This design comes from an exercise in tuning for a short achievable clock period and few clock cycles per item on the open sky130 flow, not from production work.
RTL that was checked went through simulation tests only; none was proved equivalent to the original.
Power figures rest on the tool's default switching activity, not on a simulated workload.

// tms1100_core
module tms1100_core (
    input  wire        clk,
    input  wire        rst,         
    output wire [10:0] rom_addr,    
    input  wire [7:0]  rom_data,    
    input  wire [3:0]  k_in,        
    output wire [4:0]  o_out,       
    output wire [10:0] r_out,       
    output wire        retire       
);
Size in the first run: about 510 flip-flops, roughly 42 I/O pins, about 21000 um2 of cells after synthesis.
make LEC_CHECK=0 ABC_CLOCK_PERIOD_IN_PS=2000 CAP_MARGIN=20 CORE_MARGIN=2 CORE_UTILIZATION=40 SETUP_SLACK_MARGIN=4.0 SLEW_MARGIN=20 finish   # period 6.0 ns
run.sh (not shown) runs the stock make flow with config.mk's settings and CLKGATE_MAP_FILE= SYNTH_SCRIPT=/design/flow/synth_recipe.tcl, a recipe that flattens the netlist after the stock synthesis.
The starting point completed with no timing, DRC or antenna violations.
Rerun with:
--- a/flow/design.v
+++ b/flow/design.v
@@ -11,13 +11,12 @@
     reg        rst_q;
     reg [10:0] fa;           
     reg [10:0] fa_alt;       
     reg [10:0] fa_d;         
     reg        dv;           
     reg        d_pred;       
-    reg        hit_q;        
     reg        bv;           
     reg [10:0] btag;         
     reg [10:0] btgt;         
     reg [1:0]  x;
     reg [3:0]  y;
     reg [3:0]  x_oh;         
@@ -169,36 +168,30 @@
     wire       known_nt = ls_k & ~ls_v;
     wire       hit_ok   = (fa[10:6] == br_hi);
     wire       p_nt     = d_ok & d_pred & known_nt;             
     wire       p_fix    = d_ok & d_pred & ~known_nt & ~hit_ok;  
     wire       if_bad   = ntaken_l | p_nt;
     wire [10:0] seq_cur = if_bad ? fa_alt : fa;                  
-    wire       hit      = hit_q;               
+    wire       hit      = bv & (fa == btag);
     wire [10:0] rt_addr = cl ? {cs, pb_f, sr} : {fa_d[10], pb_f, seq_cur[5:0]};
     wire       d_br     = dop[7];
     wire       d_retn   = (dop == 8'h0F);
     wire       d_ty     = (dop[7:2] == 6'b001000) & ~dop[0];      
     wire       d_pend   = d_ok & ~d_pred & d_br & ~ls_k;
     wire       d_pend_b = d_ok & d_pred & ~ls_k;
     wire [5:0] d_addr = {x, y};
     wire       m_fwd  = e_we & (e_addr == d_addr);
-    wire [3:0] x_rd   = x_oh & {4{~m_fwd}};
-    reg  [3:0] m_col [0:3];
     reg  [3:0] m_ram;
     integer    xi, yi;
     always @(*) begin
-        for (xi = 0; xi < 4; xi = xi + 1) begin
-            m_col[xi] = 4'd0;
-            for (yi = 0; yi < 16; yi = yi + 1)
-                m_col[xi] = m_col[xi] | ({4{y_oh[yi]}} & ram[xi * 16 + yi]);
-        end
         m_ram = 4'd0;
         for (xi = 0; xi < 4; xi = xi + 1)
-            m_ram = m_ram | ({4{x_rd[xi]}} & m_col[xi]);
+            for (yi = 0; yi < 16; yi = yi + 1)
+                m_ram = m_ram | ({4{x_oh[xi] & y_oh[yi]}} & ram[xi * 16 + yi]);
     end
-    wire [3:0] m_rd   = m_ram | ({4{m_fwd}} & ram_wd);
+    wire [3:0] m_rd   = m_fwd ? ram_wd : m_ram;
     wire [3:0] c4d    = {dop[0], dop[1], dop[2], dop[3]};              
     wire       y_dec  = d_ok & (dop[7:6] == 2'b00) & (dop[4:0] == 5'b00100);   
     wire       y_inc  = d_ok & (((dop[7:6] == 2'b00) & (dop[4:0] == 5'b00101)) |
                                 (dop[7:4] == 4'h6));                      
     wire       y_tcy  = d_ok & (dop[7:4] == 4'h4);                        
     wire       y_hold = ~(y_dec | y_inc | y_tcy | e_tay | e_tmy);
@@ -229,14 +222,12 @@
     wire        sel_ty   = d_ok & d_ty;
     wire        sel_none = ~(sel_br | sel_rt | sel_ty);
     wire [10:0] fa_n     = ({11{sel_br}} & {br_hi, dop[5:0]}) | ({11{sel_rt}} & rt_addr) |
                            ({11{sel_ty}} & seq_cur) | ({11{sel_none}} & fa_base);
     wire        dv_n     = sel_br ? d_pend : (sel_none & base_seq);
     wire        pred_n   = sel_none & base_seq & hit_p;
-    wire [10:0] btag_n   = (e_br & s) ? e_pc : btag;
-    wire        hit_n    = sel_none & base_seq & ~hit_p & (bv | (e_br & s)) & (fa_inc == btag_n);
     reg d_we, d_wd_a, d_wd_c4, d_wd_bit;
     reg d_a_m, d_a_k, d_a_y, d_a_0, d_a_sum;
     reg d_s_sum, d_s_mnea, d_s_ynea, d_s_knez, d_s_tbit, d_s_mnez, d_s_ynec, d_sfl;
     reg d_x_m, d_x_c4, d_y_na, d_y_a, d_y_15, d_cin;
     reg d_tdo, d_rstr, d_setr, d_tay, d_tmy;
     always @(*) begin
@@ -286,24 +277,22 @@
             fa     <= 11'd0;
             dv     <= 1'b0;
             ev     <= 1'b0;
             pend   <= 1'b0;
             pend_b <= 1'b0;
             d_pred <= 1'b0;
-            hit_q  <= 1'b0;
             bv     <= 1'b0;
             btag   <= 11'd0;
             btgt   <= 11'd0;
         end else begin
             ev     <= d_ok;
             pend   <= d_pend;
             pend_b <= d_pend_b;
             fa     <= fa_n;
             dv     <= dv_n;
             d_pred <= pred_n;
-            hit_q  <= hit_n;
             if (e_br & s) begin
                 bv   <= 1'b1;
                 btag <= e_pc;
                 btgt <= br_tgt;
             end
         end
After rerunning: Fmax came out lower by 5.3%; setup slack got worse by 0.14 ns; global-route usage grows by 3.3 points; synthesized area stays flat; wire length grows by 7.9%.
No functional check of the RTL was part of any run of this note.


Another version of the RTL of tms1100_core (not shown whole).
Size: ~510 flip-flops, about 42 I/O pins.
clock: 6.0 ns
lec_check: 0
abc_clock_period_in_ps: 2000
cap_margin: 20
core_margin: 2
core_utilization: 40
setup_slack_margin: 4.0
slew_margin: 20
Edit:
--- a/flow/design.v
+++ b/flow/design.v
@@ -199,30 +199,34 @@
         end
         m_ram = 4'd0;
         for (xi = 0; xi < 4; xi = xi + 1)
             m_ram = m_ram | ({4{x_rd[xi]}} & m_col[xi]);
     end
     wire [3:0] m_rd   = m_ram | ({4{m_fwd}} & ram_wd);
     wire [3:0] c4d    = {dop[0], dop[1], dop[2], dop[3]};              
-    wire       c_t    = (dop[7:6] == 2'b01) & ~dop[4];                    
-    wire       c_d    = (dop[7:6] == 2'b00) & (dop[4:1] == 4'b0010);      
-    wire       y_inc  = d_ok & ((c_t & dop[5]) | (c_d & dop[0]));        
-    wire       y_dec  = d_ok & c_d & ~dop[0];                            
-    wire       y_tcy  = d_ok & c_t & ~dop[5];                            
+    wire       y_dec  = d_ok & (dop[7:6] == 2'b00) & (dop[4:0] == 5'b00100);   
+    wire       y_inc  = d_ok & (((dop[7:6] == 2'b00) & (dop[4:0] == 5'b00101)) |
+                                (dop[7:4] == 4'h6));                      
+    wire       y_tcy  = d_ok & (dop[7:4] == 4'h4);                        
+    wire       y_hold = ~(y_dec | y_inc | y_tcy | e_tay | e_tmy);
     wire       x_comx = d_ok & (dop == 8'h09);                            
     wire       x_ldx  = d_ok & (dop[7:3] == 5'b00101);                    
-    wire [3:0]  y_e    = e_tay ? a : e_tmy ? mreg : y;
-    wire [15:0] y_oh_e = e_tay ? oh16(a) : e_tmy ? oh16(mreg) : y_oh;
-    wire [3:0]  y_n    = y_inc ? inc4(y) : y_dec ? dec4(y) : y_tcy ? c4d : d_ok ? y : y_e;
-    wire [15:0] y_oh_n = y_inc ? {y_oh[14:0], y_oh[15]} : y_dec ? {y_oh[0], y_oh[15:1]} :
-                         y_tcy ? oh16(c4d) : d_ok ? y_oh : y_oh_e;
-    wire [1:0]  x_n    = x_comx ? {~x[1], x[0]} : x_ldx ? {dop[1], dop[2]} : x;
-    wire [3:0]  x_oh_n = x_comx ? {x_oh[1:0], x_oh[3:2]} :
-                         x_ldx ? {dop[1] & dop[2], dop[1] & ~dop[2], ~dop[1] & dop[2], ~dop[1] & ~dop[2]} :
-                         x_oh;
+    wire       x_hold = ~(x_comx | x_ldx);
+    wire [3:0] y_n    = ({4{y_dec}} & dec4(y)) | ({4{y_inc}} & inc4(y)) | ({4{y_tcy}} & c4d) |
+                        ({4{e_tay}} & a) | ({4{e_tmy}} & mreg) | ({4{y_hold}} & y);
+    wire [15:0] y_oh_n = ({16{y_dec}} & {y_oh[0], y_oh[15:1]}) |
+                         ({16{y_inc}} & {y_oh[14:0], y_oh[15]}) |
+                         ({16{y_tcy}} & oh16(c4d)) |
+                         ({16{e_tay}} & oh16(a)) | ({16{e_tmy}} & oh16(mreg)) |
+                         ({16{y_hold}} & y_oh);
+    wire [1:0] x_n    = ({2{x_comx}} & {~x[1], x[0]}) | ({2{x_ldx}} & {dop[1], dop[2]}) |
+                        ({2{x_hold}} & x);
+    wire [3:0] x_oh_n = ({4{x_comx}} & {x_oh[1:0], x_oh[3:2]}) |
+                        ({4{x_ldx}} & {dop[1] & dop[2], dop[1] & ~dop[2], ~dop[1] & dop[2], ~dop[1] & ~dop[2]}) |
+                        ({4{x_hold}} & x_oh);
     wire       sflag_n = y_inc ? y_oh[15] : ~y_oh[0];
     wire        base_seq = ~rec_b & ~e_kill & ~if_bad;
     wire [10:0] fa_inc   = {fa[10:6], fa[5:0] + 6'd1};
     wire        nt_next  = d_ok & (dop[7:6] == 2'b00) & (dop[4:1] == 4'b0010) &
                            (dop[0] ? ~y_oh[15] : y_oh[0]);
     wire        hit_p    = hit & ~nt_next;
     wire [10:0] fa_base  = rec_b ? rec : e_kill ? e_tgt : if_bad ? fa_alt : hit_p ? btgt : fa_inc;
Synthesized area drops by 1.6%.
Routed wire length drops by 3.2%.
Register-to-register slack gains 70 ps.
Critical path depth climbs by 1.
Total power drops by 3.9%.
Fmax climbs by 6.2%.
Clock power drops by about 3%.
Final area drops by 3.0%.
Sequential power is about the same.
Cell count climbs by 0.65%.
Non-clock buffer count drops by 19.
Combinational power drops by 26%.
No run of this note included a check of the RTL's function; only the layout flow was run.


tms1100_core, a different RTL version from the one above (not shown whole).
For scale: about 2400 cells after synthesis, about 42 I/O pins, ~0.021 mm2 of cells after synthesis.
Settings: LEC_CHECK=0, CAP_MARGIN=20, CORE_MARGIN=2, CORE_UTILIZATION=40, SETUP_SLACK_MARGIN=4.5, SLEW_MARGIN=20; clock period 6.0 ns.
Testbench counts at the start, summed over its fixed seeds: cycles 69,942, instructions 64,000.
Next try:
--- a/flow/design.v
+++ b/flow/design.v
@@ -162,29 +162,30 @@
     wire [10:0] br_tgt = {cb, cl ? e_pc[9:6] : pb, op[5:0]};
     wire       s_next = e_s1 | ((e_stype | e_sfl) ? s_n : s);
     wire [7:0] dop      = rom_data;
     wire       taken_l  = pend & s;           
     wire       ntaken_l = pend & ~s;          
     wire       rec_b    = pend_b & ~s;        
-    wire       d_ok     = dv & ~taken_l & ~rec_b;    
+    wire       e_kill   = e_retn | e_tay | e_tmy;
+    wire [10:0] e_tgt   = (e_retn & cl) ? {cs, pb, sr} :
+                          {e_pc[10], e_retn ? pb : e_pc[9:6], e_pc[5:0] + 6'd1};
+    wire       d_ok     = dv & ~taken_l & ~rec_b & ~e_kill;    
     wire [3:0] pb_f     = e_ldp ? c4 : pb;
     wire       cb_f     = cb ^ e_comc;
     wire [4:0] br_hi    = {cb_f, cl ? fa_d[9:6] : pb_f};
     wire       ls_k     = ~e_stype;
     wire       ls_v     = e_s1 | (e_sfl & e_sflag) | (~e_s1 & ~e_sfl & s);
     wire       known_nt = ls_k & ~ls_v;
     wire       hit_ok   = (fa[10:6] == br_hi);
     wire       p_nt     = d_ok & d_pred & known_nt;             
     wire       p_fix    = d_ok & d_pred & ~known_nt & ~hit_ok;  
     wire       if_bad   = ntaken_l | p_nt;
     wire [10:0] seq_cur = if_bad ? fa_alt : fa;                  
     wire       hit      = hit_q;               
-    wire [10:0] rt_addr = cl ? {cs, pb_f, sr} : {fa_d[10], pb_f, seq_cur[5:0]};
     wire       d_br     = dop[7];
     wire       d_retn   = (dop == 8'h0F);
-    wire       d_ty     = (dop[7:2] == 6'b001000) & ~dop[0];      
     wire       d_pend   = d_ok & ~d_pred & d_br & ~ls_k;
     wire       d_pend_b = d_ok & d_pred & ~ls_k;
     wire [5:0] d_addr = {x, y};
     wire       m_fwd  = e_we & (e_addr == d_addr);
     wire [3:0] x_rd   = x_oh & {4{~m_fwd}};
     reg  [3:0] m_col [0:3];
@@ -220,24 +221,21 @@
     wire [1:0] x_n    = ({2{x_comx}} & {~x[1], x[0]}) | ({2{x_ldx}} & {dop[1], dop[2]}) |
                         ({2{x_hold}} & x);
     wire [3:0] x_oh_n = ({4{x_comx}} & {x_oh[1:0], x_oh[3:2]}) |
                         ({4{x_ldx}} & {dop[1] & dop[2], dop[1] & ~dop[2], ~dop[1] & dop[2], ~dop[1] & ~dop[2]}) |
                         ({4{x_hold}} & x_oh);
     wire       sflag_n = y_inc ? y_oh[15] : ~y_oh[0];
-    wire        base_seq = ~rec_b & ~if_bad;
+    wire        base_seq = ~rec_b & ~e_kill & ~if_bad;
     wire [10:0] fa_inc   = {fa[10:6], fa[5:0] + 6'd1};
     wire        nt_next  = d_ok & (dop[7:6] == 2'b00) & (dop[4:1] == 4'b0010) &
                            (dop[0] ? ~y_oh[15] : y_oh[0]);
     wire        hit_p    = hit & ~nt_next;
-    wire [10:0] fa_base  = rec_b ? rec : if_bad ? fa_alt : hit_p ? btgt : fa_inc;
+    wire [10:0] fa_base  = rec_b ? rec : e_kill ? e_tgt : if_bad ? fa_alt : hit_p ? btgt : fa_inc;
     wire        sel_br   = (d_ok & ~d_pred & (~ls_k | ls_v) & d_br) | p_fix;
-    wire        sel_rt   = d_ok & d_retn;
-    wire        sel_ty   = d_ok & d_ty;
-    wire        sel_none = ~(sel_br | sel_rt | sel_ty);
-    wire [10:0] fa_n     = ({11{sel_br}} & {br_hi, dop[5:0]}) | ({11{sel_rt}} & rt_addr) |
-                           ({11{sel_ty}} & seq_cur) | ({11{sel_none}} & fa_base);
+    wire        sel_none = ~sel_br;
+    wire [10:0] fa_n     = sel_br ? {br_hi, dop[5:0]} : fa_base;
     wire        dv_n     = sel_br ? d_pend : (sel_none & base_seq);
     wire        pred_n   = sel_none & base_seq & hit_p;
     wire [10:0] btag_n   = (e_br & s) ? e_pc : btag;
     wire        hit_n    = sel_none & base_seq & ~hit_p & (bv | (e_br & s)) & (fa_inc == btag_n);
     reg d_we, d_wd_a, d_wd_c4, d_wd_bit;
     reg d_a_m, d_a_k, d_a_y, d_a_0, d_a_sum;
Result: The new run passed the timing, design-rule and antenna checks. Total power falls by about 1.7%. Fmax shrinks by 3.1%. Area after synthesis is about the same. Non-clock buffer count decreases by 72. Core utilization goes down by 2.4 points. Final area decreases by about 3.8%. Worst setup slack degrades by 0.076 ns. Final cell count shrinks by about 1.6%. Count of clock-buffer cells in the layout is lower by 4. Sequential cell count stays the same. Via count decreases by about 3.3%. Wire length went down by 6.4%. Hold slack barely changes. Sequential power is about the same.
No functional check of the RTL was part of the second run of this note.

-- afterwards: timing with drivers on the ports --
Ports are ideal in the flow. The routed layouts listed here were re-timed in OpenROAD.
Step 1 (the two cells are an assumption about what drives the block):
set clk [get_ports {clk}]
set_driving_cell -lib_cell sky130_fd_sc_hd__clkbuf_16 $clk
set_driving_cell -lib_cell sky130_fd_sc_hd__buf_2 [delete_from_list [all_inputs] $clk]
Step 2 also shifts input and output timing later by t, the mid clock arrival at the registers, as if the neighbouring blocks saw the same clock.
Slacks: ideal ports / drivers / drivers and shift; pairs: ideal ports / drivers.
run | t, ns | setup slack, ns | worst setup path after step 2
the first run of note 1 | 0.659 | 3.456 / 3.464 / 2.805 | input to register
the second run of note 1 | 0.673 | 3.314 / 3.327 / 2.654 | input to register
the first run of note 2 | 0.667 | 3.510 / 3.530 / 2.863 | input to register
the second run of note 2 | 0.662 | 3.655 / 3.625 / 3.019 | input to register
the first run of note 3 | 0.682 | 3.651 / 3.614 / 2.986 | input to register
the second run of note 3 | 0.657 | 3.574 / 3.574 / 2.948 | input to register
After both steps every run listed still meets setup and hold. For the first run of note 3, which loses most, drivers alone change the setup slack by -0.037 ns; drivers and shift together by -0.665 ns.
